Background: an optimization exercise with open tools, aiming at small area, a short achievable clock period and few clock cycles per item. Do not read the settings as production practice. Function was checked by simulation only, so behaviour that the tests miss may differ from the original. Power figures rest on the tool's default switching activity, not on a simulated workload.

`run.sh`:
```
#!/bin/bash
# synth_recipe.tcl (not shown) runs the flow's synth.tcl, then flattens the netlist and writes it again
# the make line also repeats each setting of config.mk as NAME=value (left out here)
make -C /OpenROAD-flow-scripts/flow DESIGN_CONFIG=/design/flow/config.mk WORK_HOME=/design/flow/orfs CLKGATE_MAP_FILE= SYNTH_SCRIPT=/design/flow/synth_recipe.tcl finish
```
`config.mk`:
```
export PLATFORM = sky130hd
export DESIGN_NAME = kx_recover
export DESIGN_NICKNAME = kx_recover
export VERILOG_FILES = /design/flow/design.v
export SDC_FILE = /design/flow/constraint.sdc
export NUM_CORES = 4
export LEC_CHECK = 0
export CAP_MARGIN = 20
export CORE_MARGIN = 2
export CORE_UTILIZATION = 45
export CTS_BUF_LIST = sky130_fd_sc_hd__clkbuf_16
export CTS_CLUSTER_DIAMETER = 60
export CTS_CLUSTER_SIZE = 24
export PLACE_DENSITY = 0.6
export SETUP_SLACK_MARGIN = 4
export SLEW_MARGIN = 20
export TNS_END_PERCENT = 10
```
`constraint.sdc`:
```
create_clock -name core_clock -period 10.0 [get_ports {clk}]
set_input_delay 2.0000 -clock core_clock [delete_from_list [all_inputs] [get_ports {clk}]]
set_output_delay 2.0000 -clock core_clock [all_outputs]
set_load 0.01 [all_outputs]
```
`design.v`:
```
module kx_recover (
    input  wire        clk,
    input  wire        rst,
    input  wire        hdr_we,
    input  wire [5:0]  hdr_addr,
    input  wire [7:0]  hdr_wdata,
    input  wire        start,
    input  wire [6:0]  cfg_hdr_len,
    input  wire [19:0] cfg_ct_len,
    output wire        busy,
    input  wire        in_valid,
    output wire        in_ready,
    input  wire [31:0] in_data,
    output reg         out_valid,
    output reg  [31:0] out_data,
    output reg  [2:0]  out_count,
    output wire        done,
    output wire [3:0]  res_code,
    input  wire [5:0]  ks_addr,
    output wire [7:0]  ks_data
);
    localparam [3:0] E_NONE = 4'd0, E_EMPTY = 4'd2, E_SHORT = 4'd6;
    reg         busy_q;
    reg         done_q;
    reg  [3:0]  code_q;
    reg  [19:0] arem;         
    reg         lastw;        
    reg  [6:0]  ks_len;
    reg  [6:0]  hq;           
    reg         s1, s2, s3;   
    reg         fixq;         
    reg  [7:0]  hdr [0:63];
    reg  [7:0]  ks  [0:63];
    reg  [7:0]  kx  [0:1];    
    reg         der;          
    reg         wpost;        
    reg         first;        
    reg  [5:0]  p;            
    reg  [1:0]  b;            
    reg  [3:0]  dmask;        
    reg  [4:0]  ws;           
    reg  [31:0] r0;           
    reg  [4:0]  ra;           
    wire acc      = in_valid && busy_q && !fixq;
    wire start_ok = start && !busy_q;
    assign busy      = busy_q;
    assign in_ready  = busy_q && !fixq;
    assign done      = done_q;
    assign res_code  = code_q;
    wire [3:0]  hsel   = ws[3:0];
    wire [31:0] hdr_rd = {hdr[{hsel, 2'd3}], hdr[{hsel, 2'd2}],
                          hdr[{hsel, 2'd1}], hdr[{hsel, 2'd0}]};
    wire [3:0]  kl     = busy_q ? ra[3:0] : ks_addr[5:2];
    wire [31:0] ks_rd  = {ks[{kl, 2'd3}], ks[{kl, 2'd2}], ks[{kl, 2'd1}], ks[{kl, 2'd0}]};
    assign ks_data = ({1'b0, ks_addr} < ks_len) ? ks_rd[8*ks_addr[1:0] +: 8] : 8'd0;
    wire [31:0] fresh = hdr_rd ^ in_data;
    wire [31:0] fp;
    assign fp[ 7: 0] = fresh[7:0];
    assign fp[15: 8] = s1 ? fresh[7:0] : fresh[15:8];
    assign fp[23:16] = (s1 || s2) ? fresh[7:0] : fresh[23:16];
    assign fp[31:24] = s2 ? fresh[15:8] : (s1 || s3) ? fresh[7:0] : fresh[31:24];
    wire [63:0] win = {ra[4] ? {16'd0, kx[1], kx[0]} : ks_rd, r0};
    wire [31:0] kw  = win[8*b +: 32];
    wire [31:0] kk;
    genvar gj;
    generate
        for (gj = 0; gj < 4; gj = gj + 1) begin : lane
            assign kk[8*gj +: 8] = dmask[gj] ? fp[8*gj +: 8] : kw[8*gj +: 8];
        end
    endgenerate
    wire [31:0] ksw0 = {ks[3], ks[2], ks[1], ks[0]};
    wire [6:0] t    = {1'b0, p} + 7'd4;
    wire       wrap = (t >= hq);
    wire [6:0] u    = t - hq;
    wire [6:0] pn   = !wrap ? t : (u >= hq) ? u - hq : u;
    wire [6:0] en   = hq - t;
    reg  [3:0] dm_n;
    integer j;
    always @(*)
        for (j = 0; j < 4; j = j + 1)
            dm_n[j] = (en > j);
    integer i;
    always @(posedge clk) begin
        for (i = 0; i < 64; i = i + 1)
            if (hdr_we && !busy_q && hdr_addr == i)
                hdr[i] <= hdr_wdata;
    end
    wire wr_k = (acc && (der || wpost)) || fixq;
    always @(posedge clk) begin
        for (i = 0; i < 64; i = i + 1)
            if (wr_k && ws == (i / 4))
                ks[i] <= kk[8*(i % 4) +: 8];
        for (i = 0; i < 2; i = i + 1)
            if (wr_k && ws == 5'd16)
                kx[i] <= kk[8*i +: 8];
    end
    always @(posedge clk) begin
        out_data  <= kk ^ in_data;
        out_count <= (lastw && arem[1:0] != 2'd0) ? {1'b0, arem[1:0]} : 3'd4;
        if (start_ok) begin
            hq    <= (cfg_hdr_len < 7'd3) ? 7'd4 : cfg_hdr_len;
            s1    <= (cfg_hdr_len == 7'd1);
            s2    <= (cfg_hdr_len == 7'd2);
            s3    <= (cfg_hdr_len == 7'd3);
            der   <= 1'b1;
            wpost <= 1'b0;
            first <= 1'b1;
            p     <= 6'd0;
            b     <= 2'd0 - cfg_hdr_len[1:0];
            dmask <= 4'b1111;
            ws    <= 5'd0;
            ra    <= 5'd0;
            arem  <= cfg_ct_len;
            lastw <= (cfg_ct_len <= 20'd4);
        end else if (acc) begin
            first <= 1'b0;
            p     <= pn[5:0];
            der   <= der && !wrap;
            wpost <= der && wrap;
            ws    <= ws + 5'd1;
            dmask <= (der && !wrap) ? dm_n : 4'b0000;
            if (wrap) begin
                r0 <= first ? kk : ksw0;
                ra <= (first && s3) ? 5'd0 : 5'd1;
                b  <= pn[1:0];
            end else begin
                r0 <= win[63:32];
                ra <= der ? 5'd0 : ra + 5'd1;
                b  <= der ? b : pn[1:0];
            end
            arem  <= arem - 20'd4;
            lastw <= (arem <= 20'd8);
        end else if (fixq) begin
            ra <= 5'd1;
        end
    end
    always @(posedge clk) begin
        if (rst) begin
            busy_q    <= 1'b0;
            done_q    <= 1'b0;
            out_valid <= 1'b0;
            fixq      <= 1'b0;
            ks_len    <= 7'd0;
            code_q    <= E_NONE;
        end else begin
            done_q    <= 1'b0;
            out_valid <= acc;
            fixq      <= acc && first && s3 && !lastw;
            if (start_ok) begin
                code_q <= E_NONE;
                if (cfg_ct_len == 20'd0) begin
                    code_q <= E_EMPTY;
                    done_q <= 1'b1;
                    ks_len <= 7'd0;
                end else if (cfg_ct_len < {13'd0, cfg_hdr_len}) begin
                    code_q <= E_SHORT;
                    done_q <= 1'b1;
                    ks_len <= 7'd0;
                end else begin
                    busy_q <= 1'b1;
                    ks_len <= cfg_hdr_len;
                end
            end else if (acc && lastw) begin
                done_q <= 1'b1;
                busy_q <= 1'b0;
            end
        end
    end
endmodule
```
==> impl_metrics.env, run 1 <==
export IMPL_whs_path_depth=2
export IMPL_die_h_um=338
export IMPL_finish_instance_area_um2=58700
export IMPL_syn_area_per_cell_um2=14.0
export IMPL_grtUsageTotal_pct=31.3
export IMPL_final_max_slew_viol_count=0
export IMPL_synth_common_cells="edfxtp_1, nand2_1, nor2_1"
export IMPL_synth_seq_area_share_pct=68.9
export IMPL_max_freq_mhz=148
export IMPL_synth_area_top_cells="edfxtp_1, dfxtp_1, a22oi_1"
export IMPL_core_area_um2=111000
export IMPL_cp_end_kind="primary output"
export IMPL_hpwl_um=116000
export IMPL_fin_nets=3949
export IMPL_leakage_nw=19.3
export IMPL_synth_area_um2=50200
export IMPL_grt_pass1_wl_um=256000
export IMPL_setup_tns_ns=0
export IMPL_slew_headroom_pct=19.9
export IMPL_crit_family="compound AO/OA/AOI/OAI gates"
export IMPL_n_antenna_cell=0
export IMPL_ant_nets=0
export IMPL_slowest_stage="o21ai_1"
export IMPL_crit_required_ns=8.00
export IMPL_synthFlopType="edfxtp_1"
export IMPL_crit_chain="clkbuf_16, and3b_1, buf_4, o21ai_1, o32ai_1, a2111oi_2, nand2_1, mux4_2, nor2b_4, buf_6"
export IMPL_cts_sinks=1176
export IMPL_place_area_um2=53600
export IMPL_multiInputGateArea_um2=15100
export IMPL_skew_ns=0.0498
export IMPL_async_flop_share_pct=0
export IMPL_htreeDepth=3
export IMPL_ir_drop_mv=0.153
export IMPL_port_buffers=132
export IMPL_maxCapViolCount=0
export IMPL_critPathBufInv=3
export IMPL_cts_hold_fix_buffers=0
export IMPL_area_delta_synth_final_pct=16.9
export IMPL_startpoint_type="input pin"
export IMPL_grt_pass1_vias=33500
export IMPL_io_pins=135
export IMPL_reg2reg_depth=9
export IMPL_first_pass_iters=8
export IMPL_min_path_type="reg2reg"
export IMPL_dieArea_um2=114000
export IMPL_totalWireLength_um=184000
export IMPL_synth_cells=3580
export IMPL_fp_row_count=122
export IMPL_antenna_found_initial=2
export IMPL_ff_latch_area_um2=34600
export IMPL_post_route_min_period_ns=6.77
export IMPL_hold_viol=0
export IMPL_ys_ff_latch=1176
export IMPL_yosys_area_top_type="edfxtp_1"
export IMPL_cts_tree="built"
export IMPL_rsz0062_at_grt="true"
export IMPL_drc=0
export IMPL_yosys_warnings=4
export IMPL_min_period_over_period_pct=67.7
export IMPL_synth_top_cell_area_share_pct=66.0
export IMPL_setup_viol=0
export IMPL_clockBufferDepth=3
export IMPL_grt_max_degree=71
export IMPL_gp_congestion=1.01
export IMPL_clockRootBuffer="clkbuf_16"
export IMPL_die_w_um=338
export IMPL_worst_pin_slew_ns=1.20
export IMPL_post_route_cells_drive_above_1_share_pct=16.2
export IMPL_fillers=9089
export IMPL_synth_distinct_cells=105
export IMPL_vias_per_cell=6.68
export IMPL_grt_overflow=0
export IMPL_clk_pin_slew_ns=0.08
export IMPL_power_density_nw_per_um2=199
export IMPL_start_util_pct=45.4
export IMPL_synth_edff_count=1105
export IMPL_wl_per_cell_um=34.2
export IMPL_drt_iter0_drc=6387
export IMPL_status="complete, no violations"
export IMPL_cp_num_cells=10
export IMPL_dr_total_vias=36000
export IMPL_cts_buffers=96
export IMPL_worstPathArrival_ns=4.77
export IMPL_insertion_delay_ns=0.73
export IMPL_critPathKind="in2out"
export IMPL_yosysMostFrequentCell="edfxtp_1"
export IMPL_crit_fanout=10
export IMPL_critPathMaxStageDelay_ns=0.67
[report_power, final]
| group | internal [mW] | switching, mW | leakage (nW) | total (mW) |
|---|---|---|---|---|
| logic | 0.595 | 1.25 | 7.05 | 1.84 |
| registers | 5.66 | 0.0706 | 10.6 | 5.73 |
| clock network | 1.99 | 2.12 | 1.68 | 4.11 |
| total | 8.24 | 3.44 | 19.3 | 11.7 |
[timing repair]
action,4_1_cts,5_1_grt
buffers inserted,87,6
gates cloned,9,1
gates resized for setup,211,6
pin swaps,46,3
setup endpoints to repair,87,8
[area by class of cell]
class                   instances  area share, %
repair buffers                365           5.87
clock inverters                82           1.75
well taps                    1488           3.17
clock buffers                  97           4.13
inverters                      79          0.505
multi-input cells            2101           25.6
flip-flops and latches       1176           58.9
[flip-flops by register name (all words and copies together) (netlist names), 2 cells and up]
register   cells
p              6
r0            32
kx            16
code_q         2
ws             5
ks_len         7
out_data      32
arem          20
ks           512
hq             7
out_count      3
ra             5
b              2
hdr          512
dmask          4
[stage by stage]
step / total power, mW / utilization, % / instances / setup WS [ns] / hold slack [ns]
after floorplan: 6.65 / - / 3581 / 3.86 / 0.426
after global placement: 7.49 / 48.4 / 5105 / 1.63 / 0.444
after detailed placement: 7.50 / 48.4 / 5105 / 1.61 / 0.446
after CTS: 11.6 / 53.0 / 5380 / 3.34 / 0.457
after global routing: 12.0 / 53.1 / 5388 / 3.26 / 0.475
final: 11.7 / 53.1 / 5388 / 3.23 / 0.456
[path summary, 6_finish.rpt]
path / start / end / slack, ns
setup reg to reg: ws[3] / ks[37][4] / 4.26
setup / recovery: ks_addr[2] / ks_data[3] / 3.23
hold / removal: ks_len[2] / ks_len[2] / 0.46
hold reg to reg: ks_len[2] / ks_len[2] / 0.46
[per-layer routing]
metal	GRT usage, %	routed length [um]	up-vias
li1	-	-	14800
met1	44.0	71000	17900
met2	45.7	78600	2876
met3	7.70	23900	520
met4	14.8	10500	2
met5	0	14	-
[worst register-to-register path, cell delays in order, from the launching register on]
cell	delay, ns
dfxtp_4	0.81
buf_4	0.63
or2_2	0.41
o22ai_1	0.12
a211oi_1	0.71
a41oi_1	0.25
xnor2_1	0.67
nor2_1	0.10
o32ai_1	0.88
inv_1	0.69
[cell families after synthesis]
kind of cell / share of synthesized area, %
flops: 68.9
compound gates: 13.9
simple gates: 8.97
buf+inv: 2.60
mux: 3.07
xor+xnor: 1.43
fa+ha+maj: 1.19
other cells: 0.00746
[layout by cell type, fill, tap and decap left out, drive strengths merged, types with 38 or more instances in the layout]
cell	netlist	routed
a211oi	45	45
a21oi	124	124
a221oi	48	48
a222oi	43	43
a22o	67	67
a22oi	136	136
and3	40	40
buf	94	248
clkbuf	136	98
clkdlybuf4s50	0	111
clkinv	4	38
dfxtp	71	71
edfxtp	1105	1105
ha	43	43
inv	75	118
mux2	44	48
mux2i	79	80
nand2	220	220
nand3	108	108
nand4	45	45
nor2	212	212
nor3	58	58
o21ai	152	152
xnor2	44	44
xor2	38	38
Testbench counts, summed over its fixed seeds: cycles 31,315, bytes 123,176.
==> inputs of run 2 (changes only) <==
--- a/config.mk
+++ b/config.mk
@@ -8,9 +8,6 @@
 export CAP_MARGIN = 20
 export CORE_MARGIN = 2
 export CORE_UTILIZATION = 45
-export CTS_BUF_LIST = sky130_fd_sc_hd__clkbuf_16
-export CTS_CLUSTER_DIAMETER = 60
-export CTS_CLUSTER_SIZE = 24
 export PLACE_DENSITY = 0.6
 export SETUP_SLACK_MARGIN = 4
 export SLEW_MARGIN = 20
==> impl_metrics.env, run 2 <==
export IMPL_yosys_area_top_type="edfxtp_1"
export IMPL_final_setup_worst_slack_ns=3.25
export IMPL_core_area_um2=111000
export IMPL_gp_congestion=1.01
export IMPL_totalWireLength_um=185000
export IMPL_top_regs="hdr x512, ks x512"
export IMPL_cp_end_kind="primary output"
export IMPL_die_w_um=338
export IMPL_antenna_found_initial=3
export IMPL_maxCapViolCount=0
export IMPL_reg2reg_from="ws[3]"
export IMPL_grtUsageTotal_pct=31.4
export IMPL_final_common_cell="edfxtp_1"
export IMPL_dieArea_um2=114000
export IMPL_crit_fanout=8
export IMPL_synthFlopType="edfxtp_1"
export IMPL_post_route_min_period_ns=6.75
export IMPL_reg2reg_to="ks[21][4]"
export IMPL_setup_tns_ns=0
export IMPL_drt_iter0_drc=6341
export IMPL_hold_end="ks_len[2]"
export IMPL_critPathKind="in2out"
export IMPL_whs_path_depth=2
export IMPL_post_route_cells_drive_above_1_share_pct=16.1
export IMPL_power_density_nw_per_um2=202
export IMPL_port_buffers=132
export IMPL_fin_nets=3976
export IMPL_synth_edff_count=1105
export IMPL_min_delay_start="ks_len[2]"
export IMPL_place_area_um2=53600
export IMPL_synth_area_um2=50200
export IMPL_clockRootBuffer="clkbuf_16"
export IMPL_io_pins=135
export IMPL_area_delta_synth_final_pct=17.7
export IMPL_grt_pass1_vias=33700
export IMPL_hold_viol=0
export IMPL_cts_sinks=1176
export IMPL_leakage_nw=19.5
export IMPL_yosys_warnings=4
export IMPL_ant_nets=0
export IMPL_synth_top_cell_area_share_pct=66.0
export IMPL_syn_area_per_cell_um2=14.0
export IMPL_max_freq_mhz=148
export IMPL_ys_ff_latch=1176
export IMPL_synth_area_top_cells="edfxtp_1, dfxtp_1, a22oi_1"
export IMPL_finish_instance_area_um2=59200
export IMPL_die_h_um=338
export IMPL_worstPathArrival_ns=4.75
export IMPL_hpwl_um=116000
export IMPL_min_period_over_period_pct=67.5
export IMPL_grt_pass1_wl_um=257000
export IMPL_synth_seq_area_share_pct=68.9
export IMPL_ir_drop_mv=0.174
export IMPL_insertion_delay_ns=0.76
export IMPL_skew_ns=0.0692
export IMPL_clockBufferDepth=3
export IMPL_cts_tree="built"
export IMPL_min_path_type="reg2reg"
export IMPL_htreeDepth=3
export IMPL_yosysMostFrequentCell="edfxtp_1"
export IMPL_startpoint_type="input pin"
export IMPL_layout_common_cells="edfxtp_1, nand2_1, nor2_1"
export IMPL_dp_slack_ns=1.61
export IMPL_rsz0062_at_grt="true"
export IMPL_fillers=9095
export IMPL_power_mw=12.0
export IMPL_rrSetupSlack_ns=4.28
export IMPL_worst_pin_slew_ns=1.20
export IMPL_vias_per_cell=6.63
export IMPL_fin_hold_ws_ns=0.453
export IMPL_cts_buffers=121
export IMPL_wl_per_cell_um=34.0
export IMPL_setup_viol=0
export IMPL_async_flop_share_pct=0
export IMPL_drc=0
export IMPL_synth_cells=3580
export IMPL_start_util_pct=45.4
export IMPL_dr_total_vias=36100
export IMPL_synth_common_cells="edfxtp_1, nand2_1, nor2_1"
export IMPL_fp_row_count=122
export IMPL_first_pass_iters=9
export IMPL_slew_headroom_pct=19.4
export IMPL_reg2reg_depth=9
export IMPL_grt_max_degree=71
export IMPL_final_max_slew_viol_count=0
export IMPL_status="complete, no violations"
export IMPL_grt_overflow=0
export IMPL_synth_distinct_cells=105
export IMPL_clk_pin_slew_ns=0.06
export IMPL_crit_required_ns=8.00
-- run 2: timing repair --
item,4_1_cts,5_1_grt
buffers inserted,87,8
setup endpoints to repair,85,8
pin swaps,47,3
resized for setup,219,9
gates cloned,10,0
endpoints found under the hold margin,0,0
hold buffers,0,0
-- run 2: worst max-delay path, cell delays in order --
cell and delay [ns]:
buf_12 0.12, buf_4 0.15, or3_4 0.45, a211oi_4 0.38
buf_6 0.23, buf_6 0.16, a22o_1 0.13, a221oi_1 0.05
and3_1 0.18, nand2_1 0.09, o21ai_0 0.11, a211oi_2 0.37
dlygate4sd2_1 0.31
-- run 2: cells by family (layout without fill, tap and decap cells) --
kind of cell	count (synthesis)	after routing	share of synthesized area, %
and+or+nand+nor	889	889	8.97
other	1	4	0.00746
DFF	1176	1176	68.9
muxes	133	139	3.07
AOI/OAI and AO/OA	944	944	13.9
buffers and inverters	309	672	2.60
adders and majority gates	46	46	1.19
xor gates and xnor gates	82	82	1.43
-- run 2: through the flow --
stage,instances,util [%]
final,5440,53.5
after detailed placement,5105,48.4
after CTS,5429,53.3
after global placement,5105,48.4
after global routing,5438,53.4
after floorplan,3581,-
-- run 2: final cells by class --
cell class,count,area (um^2),share of cell area [%]
Sequential cell,1176,34600,58.5
Multi-Input combinational cell,2102,15100,25.5
Timing Repair Buffer,366,3440,5.82
Clock buffer,156,3230,5.46
Tap cell,1488,1860,3.15
Clock inverter,71,608,1.03
Inverter,79,298,0.503
Antenna cell,2,5.00,0.00846
-- run 2: metal layers --
metal | GRT usage (%) | vias up | routed length, um
met1 | 43.5 | 18000 | 71400
met5 | 0 | - | 28
met3 | 8.66 | 508 | 23900
met4 | 14.9 | 4 | 10200
met2 | 46.0 | 2781 | 79300
li1 | - | 14800 | -
-- run 2: worst max-delay path by stage --
| stage | start | end | slack [ns] | cells after the start |
|---|---|---|---|---|
| floorplan | ks_addr[3] | ks_data[5] | 3.86 | 10 |
| global placement | ks_addr[4] | ks_data[6] | 1.63 | 11 |
| detailed placement | ks_addr[4] | ks_data[6] | 1.61 | 11 |
| CTS | ks_addr[4] | ks_data[5] | 3.34 | 12 |
| global route | ks_addr[4] | ks_data[5] | 3.26 | 12 |
| finish | ks_addr[2] | ks_data[6] | 3.25 | 13 |
-- run 2: power breakdown --
part	switching, mW	internal, mW	leakage, nW	total [mW]
clock network	1.95	2.44	1.87	4.39
logic	1.25	0.599	7.06	1.85
registers	0.0710	5.66	10.6	5.73
==> inputs of run 3 (changes only) <==
==> flow/run.sh (new file) <==
#!/bin/bash
# The standard layout, with two changes: ports are buffered with buf_2 cells,
# and clock tree synthesis inserts no dummy loads. The make output goes to
# flow_make.log in this folder; each step's own log is under orfs/logs.
set -euo pipefail
bash standard.sh \
  "BUFFER_PORTS_ARGS=-buffer_cell sky130_fd_sc_hd__buf_2" \
  "CTS_ARGS=-sink_clustering_enable -repair_clock_nets -sink_clustering_size 24 -sink_clustering_max_diameter 60 -buf_list sky130_fd_sc_hd__clkbuf_16 -dont_use_dummy_load" \
  finish > flow_make.log 2>&1
==> standard.sh (new file) <==
#!/bin/bash
# synth_recipe.tcl (not shown) runs the flow's synth.tcl, then flattens the netlist and writes it again
# the make line also repeats each setting of config.mk as NAME=value (left out here)
make -C /OpenROAD-flow-scripts/flow DESIGN_CONFIG=/design/flow/config.mk WORK_HOME=/design/flow/orfs CLKGATE_MAP_FILE= SYNTH_SCRIPT=/design/flow/synth_recipe.tcl "${@:-finish}"
--- a/config.mk
+++ b/config.mk
@@ -8,6 +8,9 @@
 export CAP_MARGIN = 20
 export CORE_MARGIN = 2
 export CORE_UTILIZATION = 45
+export CTS_BUF_LIST = sky130_fd_sc_hd__clkbuf_16
+export CTS_CLUSTER_DIAMETER = 60
+export CTS_CLUSTER_SIZE = 24
 export PLACE_DENSITY = 0.6
 export SETUP_SLACK_MARGIN = 4
 export SLEW_MARGIN = 20
removed: run.sh
==> impl_metrics.env, run 3 <==
export IMPL_p_comb_share_pct=16.0
export IMPL_dieArea_um2=114000
export IMPL_cts_hold_fix_buffers=0
export IMPL_layout_common_cells="edfxtp_1, nand2_1, nor2_1"
export IMPL_postLayoutCoreUtil_pct=51.1
export IMPL_totalWireLength_um=183000
export IMPL_maxCapViolCount=0
export IMPL_hold_viol=0
export IMPL_wl_per_cell_um=34.8
export IMPL_yosys_warnings=4
export IMPL_setup_viol=0
export IMPL_finish_instance_area_um2=56600
export IMPL_htreeDepth=3
export IMPL_setup_tns_ns=0
export IMPL_leakage_nw=18.5
export IMPL_reg2reg_to="ks[5][1]"
export IMPL_dp_cells=5095
export IMPL_port_buffers=132
export IMPL_swShare_pct=27.4
export IMPL_startpoint_type="input pin"
export IMPL_yosys_area_top_type="edfxtp_1"
export IMPL_async_flop_share_pct=0
export IMPL_start_util_pct=45.4
export IMPL_seqPwrFrac_pct=52.4
export IMPL_synth_common_cells="edfxtp_1, nand2_1, nor2_1"
export IMPL_drc=0
export IMPL_worst_pin_slew_ns=1.19
export IMPL_grt_pass1_wl_um=254000
export IMPL_synth_seq_area_share_pct=68.9
export IMPL_io_pins=135
export IMPL_crit_fanout=22
export IMPL_cts_buffers=101
export IMPL_area_delta_synth_final_pct=12.6
export IMPL_post_route_min_period_ns=6.89
export IMPL_synth_distinct_cells=105
export IMPL_ys_ff_latch=1176
export IMPL_die_w_um=338
export IMPL_final_setup_worst_slack_ns=3.11
export IMPL_critPathKind="in2out"
export IMPL_first_pass_iters=9
export IMPL_gp_congestion=0.998
export IMPL_clockBufferDepth=3
export IMPL_max_freq_mhz=145
export IMPL_grt_overflow=0
export IMPL_switching_power_mw=2.99
export IMPL_fp_row_count=122
export IMPL_clk_pin_slew_ns=0.06
export IMPL_crit_path_start="ks_addr[4]"
export IMPL_final_max_slew_viol_count=0
export IMPL_instances_no_fill=5257
export IMPL_slew_headroom_pct=20.5
export IMPL_min_path_type="reg2reg"
export IMPL_skew_ns=0.120
export IMPL_drt_iter0_drc=6291
export IMPL_fin_hold_ws_ns=0.454
export IMPL_clockRootBuffer="clkbuf_16"
export IMPL_cts_sinks=1176
export IMPL_insertion_delay_ns=0.73
export IMPL_power_mw=10.9
export IMPL_fillers=9314
export IMPL_rrSetupSlack_ns=4.53
export IMPL_place_area_um2=52900
export IMPL_yosysMostFrequentCell="edfxtp_1"
export IMPL_die_h_um=338
export IMPL_hpwl_um=115000
export IMPL_synth_area_um2=50200
export IMPL_rsz0062_at_grt="true"
export IMPL_grt_pass1_vias=33000
export IMPL_synth_cells=3580
export IMPL_reg2reg_from="busy_q"
export IMPL_min_period_over_period_pct=68.9
export IMPL_antenna_found_initial=7
export IMPL_crit_required_ns=8.00
export IMPL_cts_tree="built"
export IMPL_dr_total_vias=35900
export IMPL_synth_top_cell_area_share_pct=66.0
export IMPL_dp_slack_ns=2.31
export IMPL_reg2reg_depth=10
export IMPL_status="complete, no violations"
export IMPL_final_common_cell="edfxtp_1"
export IMPL_post_route_cells_drive_above_1_share_pct=16.0
export IMPL_core_area_um2=111000
export IMPL_setup_worst_path_end="ks_data[3]"
export IMPL_power_internal_mw=7.93
export IMPL_clkPwrFrac_pct=31.6
export IMPL_vias_per_cell=6.83
export IMPL_top_regs="hdr x512, ks x512"
export IMPL_grtUsageTotal_pct=31.0
export IMPL_synthFlopType="edfxtp_1"
export IMPL_power_density_nw_per_um2=193
export IMPL_synth_area_top_cells="edfxtp_1, dfxtp_1, a22oi_1"
export IMPL_fin_nets=3897
export IMPL_worstPathArrival_ns=4.89
export IMPL_cp_end_kind="primary output"
export IMPL_ant_nets=0
export IMPL_ir_drop_mv=0.150
export IMPL_syn_area_per_cell_um2=14.0
export IMPL_grt_max_degree=71
export IMPL_synth_edff_count=1105
[run 3: cell types whose count changed in the layout (fill, tap and decap cells not counted), moves of 21 or more]
cell             change
clkinv_2            -26
buf_4               -43
clkdlybuf4s50_1    -111
clkbuf_16           -21
clkinv_1            -26
clkbuf_1            -29
buf_2              +114
[run 3: critical path: stages]
cell and delay [ns]:
buf_8 0.15, mux2i_4 0.28, buf_12 0.22, nor2_2 0.04, buf_4 0.25, o2bb2ai_1 0.21, a222oi_1 0.52, a31oi_2 0.30
mux4_2 0.56, nor2b_1 0.15, buf_2 0.18
[run 3: repair_timing]
action                                  4_1_cts  5_1_grt
pin swaps                                    10       17
gates cloned                                  7        2
endpoints found under the setup margin       25        8
gates resized for setup                      64       37
endpoints found under the hold margin         0        0
setup buffers                                34       13
[run 3: kinds of logic (layout without fill, tap and decap cells)]
logic type | Yosys count | in the layout | synth area share (%)
flops | 1176 | 1176 | 68.9
compound gates | 944 | 944 | 13.9
simple gates | 889 | 889 | 8.97
buf+inv | 309 | 488 | 2.60
mux | 133 | 138 | 3.07
xor+xnor | 82 | 82 | 1.43
fa+ha+maj | 46 | 46 | 1.19
other cells | 1 | 6 | 0.00746
[run 3: how the worst min path moves through the flow]
stage               from   endpoint  slack [ns]  cells after the start
4_1_cts        ks_len[2]  ks_len[2]        0.45                      2
6_report       ks_len[2]  ks_len[2]        0.45                      2
2_1_floorplan  ks_len[0]  ks_len[0]        0.43                      2
3_5_place_dp   ks_len[2]  ks_len[2]        0.45                      2
3_3_place_gp   ks_len[3]  ks_len[3]        0.44                      2
5_1_grt        ks_len[2]  ks_len[2]        0.48                      2
[run 3: routing by layer]
layer / wire length [um] / GRT usage [%] / part of all wire [%] / vias up
met1: 69600 / 43.3 / 38 / 17900
met5: 84 / 0 / 0.046 / -
met4: 9720 / 14.1 / 5.3 / 12
met2: 78800 / 45.4 / 43 / 2851
met3: 24600 / 8.14 / 13 / 537
li1: - / - / - / 14600
[run 3: layout make-up]
class / instances / area [um^2] / share of cell area [%]
clock buffer: 101 / 2530 / 4.47
inverter: 79 / 297 / 0.524
sequential: 1176 / 34600 / 61.2
antenna: 4 / 10.0 / 0.0177
tap: 1488 / 1860 / 3.29
timing repair buffer: 308 / 2350 / 4.15
multi-input combinational: 2101 / 14900 / 26.4
[run 3: power groups by stage]
stage	Combinational [mW]	Clock [mW]	Sequential, mW
after global placement	1.58	0	5.83
after global routing	1.80	3.63	5.73
after floorplan	0.826	0	5.82
final	1.75	3.45	5.73
after CTS	1.65	3.45	5.72
after detailed placement	1.59	0	5.83
==> inputs of run 4 (changes only) <==
==> config.mk (replaced) <==
export PLATFORM = sky130hd
export DESIGN_NAME = kx_recover
export DESIGN_NICKNAME = kx_recover
export VERILOG_FILES = /design/flow/design.v
export SDC_FILE = /design/flow/constraint.sdc
export NUM_CORES = 4
export LEC_CHECK = 0
export CAP_MARGIN = 20
export CORE_MARGIN = 2
export CORE_UTILIZATION = 60
export PLACE_DENSITY = 0.72
export SETUP_SLACK_MARGIN = 4
export SLEW_MARGIN = 20
export TNS_END_PERCENT = 10
==> impl_metrics.env, run 4 <==
export IMPL_insertion_delay_ns=0.69
export IMPL_setup_tns_ns=0
export IMPL_max_freq_mhz=148
export IMPL_yosys_area_top_type="edfxtp_1"
export IMPL_skew_ns=0.0976
export IMPL_maxCapViolCount=0
export IMPL_cpMostUsedCell="buf_6"
export IMPL_min_path_type="reg2reg"
export IMPL_fin_nets=3899
export IMPL_start_util_pct=60.3
export IMPL_crit_required_ns=8.00
export IMPL_dp_slack_ns=2.34
export IMPL_finish_instance_area_um2=56100
export IMPL_io_pins=135
export IMPL_synth_area_top_cells="edfxtp_1, dfxtp_1, a22oi_1"
export IMPL_antenna_found_initial=8
export IMPL_ir_drop_mv=0.221
export IMPL_rsz0062_at_grt="true"
export IMPL_dieArea_um2=86100
export IMPL_synth_cells=3580
export IMPL_synth_seq_area_share_pct=68.9
export IMPL_post_route_cells_drive_above_1_share_pct=16.3
export IMPL_htreeDepth=3
export IMPL_grtUsageTotal_pct=41.6
export IMPL_critPathBufInv=3
export IMPL_clockRootBuffer="clkbuf_16"
export IMPL_post_route_min_period_ns=6.74
export IMPL_final_common_cell="edfxtp_1"
export IMPL_layout_common_cells="edfxtp_1, nand2_1, nor2_1"
export IMPL_synth_common_cells="edfxtp_1, nand2_1, nor2_1"
export IMPL_fp_row_count=106
export IMPL_hpwl_um=113000
export IMPL_crit_fanout=18
export IMPL_final_setup_worst_slack_ns=3.26
export IMPL_synth_distinct_cells=105
export IMPL_ys_ff_latch=1176
export IMPL_grt_overflow=0
export IMPL_synth_edff_count=1105
export IMPL_cts_sinks=1176
export IMPL_cts_tree="built"
export IMPL_place_area_um2=52300
export IMPL_synth_top_cell_area_share_pct=66.0
export IMPL_yosysMostFrequentCell="edfxtp_1"
export IMPL_die_h_um=293
export IMPL_power_density_nw_per_um2=188
export IMPL_clockBufferDepth=3
export IMPL_drt_iter0_drc=6421
export IMPL_postLayoutCoreUtil_pct=67.3
export IMPL_cts_hold_fix_buffers=0
export IMPL_crit_family="simple AND/OR/NAND/NOR gates"
export IMPL_critPathMaxStageDelay_ns=0.57
export IMPL_synth_area_um2=50200
export IMPL_grt_pass1_wl_um=254000
export IMPL_yosys_warnings=4
export IMPL_hold_viol=0
export IMPL_setup_viol=0
export IMPL_first_pass_iters=10
export IMPL_leakage_nw=18.5
export IMPL_top_regs="hdr x512, ks x512"
export IMPL_slew_headroom_pct=17.9
export IMPL_status="complete, no violations"
export IMPL_clk_pin_slew_ns=0.09
export IMPL_area_delta_synth_final_pct=11.6
export IMPL_cts_buffers=83
export IMPL_worst_pin_slew_ns=1.23
export IMPL_crit_chain="buf_8, or3b_1, o22ai_1, buf_6, a22o_1, a221oi_4, nand3_1, or4_4, mux4_2, nor2b_4, buf_6"
export IMPL_vias_per_cell=7.54
export IMPL_grt_pass1_vias=35100
export IMPL_cp_end_kind="primary output"
export IMPL_totalWireLength_um=180000
export IMPL_dr_total_vias=36600
export IMPL_grt_max_degree=71
export IMPL_core_area_um2=83300
export IMPL_startpoint_type="input pin"
export IMPL_die_w_um=293
export IMPL_async_flop_share_pct=0
export IMPL_drc=0
export IMPL_final_max_slew_viol_count=0
export IMPL_syn_area_per_cell_um2=14.0
export IMPL_gp_congestion=0.986
export IMPL_worstPathArrival_ns=4.74
export IMPL_min_period_over_period_pct=67.4
export IMPL_power_mw=10.6
export IMPL_synthFlopType="edfxtp_1"
export IMPL_port_buffers=132
export IMPL_critPathKind="in2out"
export IMPL_ant_nets=0
export IMPL_wl_per_cell_um=37.1
export IMPL_slowest_stage="or4_4"
-- run 4: cell counts after synthesis --
No cell type changed its count.
-- run 4: area by class of cell --
class	instances	area (um^2)
clock buffers	83	2080
diodes	8	20.0
flip-flops and latches	1176	34600
repair buffers	331	2700
multi-input cells	2098	15000
fillers	5812	27200
inverters	79	297
well taps	1080	1350
-- run 4: kinds of logic after synthesis --
kind of cell,synth area share [%]
other,0.00746
buffers and inverters,2.60
and+or+nand+nor,8.97
DFF,68.9
adders and majority gates,1.19
muxes,3.07
AOI/OAI and AO/OA,13.9
xor gates and xnor gates,1.43
-- run 4: routing by layer --
metal / track usage [%] / routed length (um) / vias to the layer above
met1: 54.1 / 61400 / 17900
met3: 12.7 / 26400 / 783
li1: - / - / 14600
met4: 24.2 / 13200 / 4
met5: 0 / 27 / -
met2: 62.4 / 78900 / 3299
-- run 4: final timing paths --
kind | startpoint | to | slack (ns) | cells past startpoint
setup / recovery | ks_addr[2] | ks_data[1] | 3.26 | 11
hold / removal | code_q[1] | code_q[1] | 0.46 | 2
setup reg to reg | ws[1] | ks[45][1] | 4.39 | 12
hold reg to reg | code_q[1] | code_q[1] | 0.46 | 2
-- run 4: power breakdown --
group          internal (mW)  switching (mW)  total, mW
sequential              5.66          0.0601       5.72
combinational          0.533            1.27       1.80
clock                   1.46            1.59       3.05
total                   7.66            2.91       10.6
-- run 4: what timing repair did --
action | CTS | global route
buffers inserted | 64 | 10
hold endpoints to repair | 0 | 0
pin swaps | 37 | 13
cloned | 12 | 0
resized for setup | 125 | 8
setup endpoints to repair | 25 | 8
-- run 4: worst min-delay path, delay by kind of cell (launching register included) --
kind	cells	cell delay (ns)
compound gates	1	0.05
flops	1	0.32
simple gates	1	0.05
-- run 4: per-stage QoR --
step / hold slack, ns / std cells
2_1_floorplan: 0.426 / 3581
3_3_place_gp: 0.447 / 4674
3_5_place_dp: 0.444 / 4675
4_1_cts: 0.457 / 4834
5_1_grt: 0.483 / 4847
6_report: 0.456 / 4855
==> inputs of run 5 (changes only) <==
--- a/design.v
+++ b/design.v
@@ -50,9 +50,9 @@
     wire [3:0]  hsel   = ws[3:0];
     wire [31:0] hdr_rd = {hdr[{hsel, 2'd3}], hdr[{hsel, 2'd2}],
                           hdr[{hsel, 2'd1}], hdr[{hsel, 2'd0}]};
-    wire [3:0]  kl     = busy_q ? ra[3:0] : ks_addr[5:2];
+    wire [3:0]  kl     = ra[3:0];
     wire [31:0] ks_rd  = {ks[{kl, 2'd3}], ks[{kl, 2'd2}], ks[{kl, 2'd1}], ks[{kl, 2'd0}]};
-    assign ks_data = ({1'b0, ks_addr} < ks_len) ? ks_rd[8*ks_addr[1:0] +: 8] : 8'd0;
+    assign ks_data = ({1'b0, ks_addr} < ks_len) ? ks[ks_addr] : 8'd0;
     wire [31:0] fresh = hdr_rd ^ in_data;
     wire [31:0] fp;
     assign fp[ 7: 0] = fresh[7:0];
==> impl_metrics.env, run 5 <==
export IMPL_post_route_cells_drive_above_1_share_pct=16.6
export IMPL_die_h_um=298
export IMPL_totalWireLength_um=220000
export IMPL_yosysMostFrequentCell="edfxtp_1"
export IMPL_cts_sinks=1176
export IMPL_ir_drop_mv=0.215
export IMPL_startpoint_type="input pin"
export IMPL_crit_chain="clkbuf_16, nor2_1, nand3_4, nor2_4, a22oi_1, nand4_1, nor4_2, nand2_1, o211a_1, buf_6"
export IMPL_min_path_type="reg2reg"
export IMPL_place_area_um2=54200
export IMPL_layout_common_cells="edfxtp_1, a22oi_1, nand2_1"
export IMPL_antenna_found_initial=14
export IMPL_max_freq_mhz=162
export IMPL_synth_area_top_cells="edfxtp_1, a22oi_1, dfxtp_1"
export IMPL_slowest_stage="nor2_4"
export IMPL_skew_ns=0.100
export IMPL_final_max_slew_viol_count=0
export IMPL_synthFlopType="edfxtp_1"
export IMPL_synth_common_cells="edfxtp_1, a22oi_1, nor2_1"
export IMPL_syn_area_per_cell_um2=13.5
export IMPL_synth_edff_count=1105
export IMPL_grtUsageTotal_pct=48.4
export IMPL_reg2reg_to="ks[39][2]"
export IMPL_power_density_nw_per_um2=179
export IMPL_clockRootBuffer="clkbuf_16"
export IMPL_dr_total_vias=41200
export IMPL_htreeDepth=3
export IMPL_ff_latch_area_um2=34600
export IMPL_area_delta_synth_final_pct=13.0
export IMPL_instances_no_fill=5204
export IMPL_hpwl_um=138000
export IMPL_hold_viol=0
export IMPL_clk_pin_slew_ns=0.09
export IMPL_worstPathArrival_ns=4.18
export IMPL_finish_instance_area_um2=58700
export IMPL_ys_ff_latch=1176
export IMPL_leakage_nw=18.9
export IMPL_rrSetupSlack_ns=4.05
export IMPL_grt_pass1_wl_um=298000
export IMPL_synth_seq_area_share_pct=66.6
export IMPL_status="complete, no violations"
export IMPL_ant_nets=0
export IMPL_worst_pin_slew_ns=1.30
export IMPL_min_period_over_period_pct=61.8
export IMPL_fin_nets=4184
export IMPL_cts_hold_fix_buffers=0
export IMPL_cts_buffers=86
export IMPL_drc=0
export IMPL_async_flop_share_pct=0
export IMPL_reg2reg_depth=11
export IMPL_fillers=5830
export IMPL_critPathKind="in2out"
export IMPL_yosys_area_top_type="edfxtp_1"
export IMPL_die_w_um=298
export IMPL_setup_tns_ns=0
export IMPL_grt_max_degree=104
export IMPL_critPathBufInv=2
export IMPL_reg2reg_from="ra[0]"
export IMPL_port_buffers=132
export IMPL_crit_fanout=8
export IMPL_setup_viol=0
export IMPL_final_common_cell="edfxtp_1"
export IMPL_multiInputGateArea_um2=16800
export IMPL_clockBufferDepth=3
export IMPL_critPathMaxStageDelay_ns=0.57
export IMPL_yosys_warnings=4
export IMPL_top_regs="hdr x512, ks x512"
export IMPL_wl_per_cell_um=42.3
export IMPL_fp_row_count=107
export IMPL_synth_area_um2=51900
export IMPL_rsz0062_at_grt="true"
export IMPL_post_route_min_period_ns=6.18
export IMPL_crit_family="simple AND/OR/NAND/NOR gates"
export IMPL_gp_congestion=1.06
export IMPL_io_pins=135
export IMPL_synth_cells=3833
export IMPL_vias_per_cell=7.91
export IMPL_min_delay_start="code_q[2]"
export IMPL_synth_top_cell_area_share_pct=63.9
export IMPL_start_util_pct=60.8
export IMPL_maxCapViolCount=0
export IMPL_core_area_um2=85400
export IMPL_drt_iter0_drc=7933
export IMPL_synth_distinct_cells=96
export IMPL_dp_cells=4989
export IMPL_crit_required_ns=8.00
export IMPL_insertion_delay_ns=0.71
export IMPL_dieArea_um2=88900
export IMPL_first_pass_iters=9
export IMPL_hold_end="code_q[2]"
export IMPL_cp_end_kind="primary output"
export IMPL_slew_headroom_pct=13.3
export IMPL_whs_path_depth=2
export IMPL_cts_tree="built"
export IMPL_grt_overflow=0
export IMPL_grt_pass1_vias=37800
==> run 5: timing repair <==
action / 4_1_cts / 5_1_grt
hold endpoints to repair: 0 / 0
gates resized for setup: 96 / 58
setup endpoints to repair: 8 / 8
pin swaps: 48 / 31
buffers inserted: 85 / 24
gates cloned: 1 / 7
==> run 5: final cells by class <==
| class | count | share of cell area [%] |
|---|---|---|
| tap | 1144 | 2.44 |
| timing repair buffer | 368 | 5.72 |
| clock buffer | 86 | 3.67 |
| sequential | 1176 | 59.0 |
| multi-input combinational | 2342 | 28.6 |
| antenna | 11 | 0.0469 |
| inverter | 77 | 0.493 |
==> run 5: how the worst max path moves through the flow <==
stage / startpoint / to / slack, ns / depth (start not counted)
after detailed placement: ks_addr[1] / ks_data[2] / 3.17 / 9
after floorplan: ks_addr[3] / ks_data[5] / 4.37 / 9
after global placement: ks_addr[1] / ks_data[2] / 3.16 / 9
after CTS: ks_addr[2] / ks_data[3] / 3.99 / 10
after global routing: ks_addr[1] / ks_data[7] / 3.87 / 10
final: ks_addr[1] / ks_data[7] / 3.82 / 10
==> run 5: routing by layer <==
metal / track usage [%] / vias up / share of wire, %
met5: 0 / - / 0.034
li1: - / 15800 / -
met1: 60.1 / 19900 / 32
met2: 69.8 / 4360 / 42
met3: 17.8 / 1104 / 16
met4: 35.5 / 12 / 9.8
==> run 5: cells by family after synthesis <==
kind of cell             count (synthesis)  share of synthesized area, %
buffers and inverters                  318                          2.73
AO/OA/AOI/OAI                         1182                          16.8
flip-flops                            1176                          66.6
multiplexers                           124                          2.56
AND/OR/NAND/NOR                        892                          8.49
other                                    1                       0.00722
XOR/XNOR                                91                          1.55
adder cells (fa/ha/maj)                 49                          1.22
==> run 5: metrics by stage <==
stage               hold WS (ns)  total power, mW  util, %  setup slack (ns)
finish                     0.467             10.5     68.7              3.82
CTS                        0.476             10.4     67.8              3.99
detailed placement         0.464             7.36     63.4              3.17
global route               0.505             10.7     68.7              3.87
floorplan                  0.446             6.64        -              4.37
global placement           0.441             7.34     63.4              3.16
==> run 5: power by group <==
| group | switching (mW) | internal [mW] | total, mW |
|---|---|---|---|
| clock network | 1.58 | 1.51 | 3.09 |
| logic | 1.19 | 0.463 | 1.65 |
| registers | 0.0776 | 5.68 | 5.75 |
==> run 5: worst register-to-register path, delay by kind of cell (launching register included) <==
family / cells / cell delay (ns)
flops: 1 / 0.41
buf+inv: 3 / 1.52
compound gates: 3 / 1.41
fa+ha+maj: 1 / 0.51
mux: 1 / 0.34
simple gates: 3 / 1.49
Testbench counts of run 5, summed over its fixed seeds: cycles 31,315, bytes 123,176.

-- separate check: timing with driven ports --
In the flow no input, the clock included, has a driving cell. The finished layouts below were timed again as built, in two steps. Step 1 sets driving cells, clkbuf_16 on the clock port and buf_2 on the other inputs (assumed; they add their load-dependent delay and slew). Step 2 also shifts input and output timing later by t, the mid clock arrival at the registers, as if the neighbouring blocks saw the same clock. Slacks: ideal / step 1 / step 2; pairs: ideal / step 1.
run	shift t [ns]	slack for setup (ns)	cell pins on the clock port's net
run 1	0.781	3.231 / 3.136 / 3.136	1
run 2	0.796	3.255 / 3.206 / 3.206	1
run 3	0.749	3.110 / 3.067 / 3.067	1
run 4	0.707	3.258 / 3.128 / 3.128	1
run 5	0.739	3.823 / 3.704 / 3.704	1
After both steps setup and hold are still met in every run listed. For run 4, which loses most, drivers alone change the setup slack by -0.130 ns; drivers and shift together by -0.130 ns.
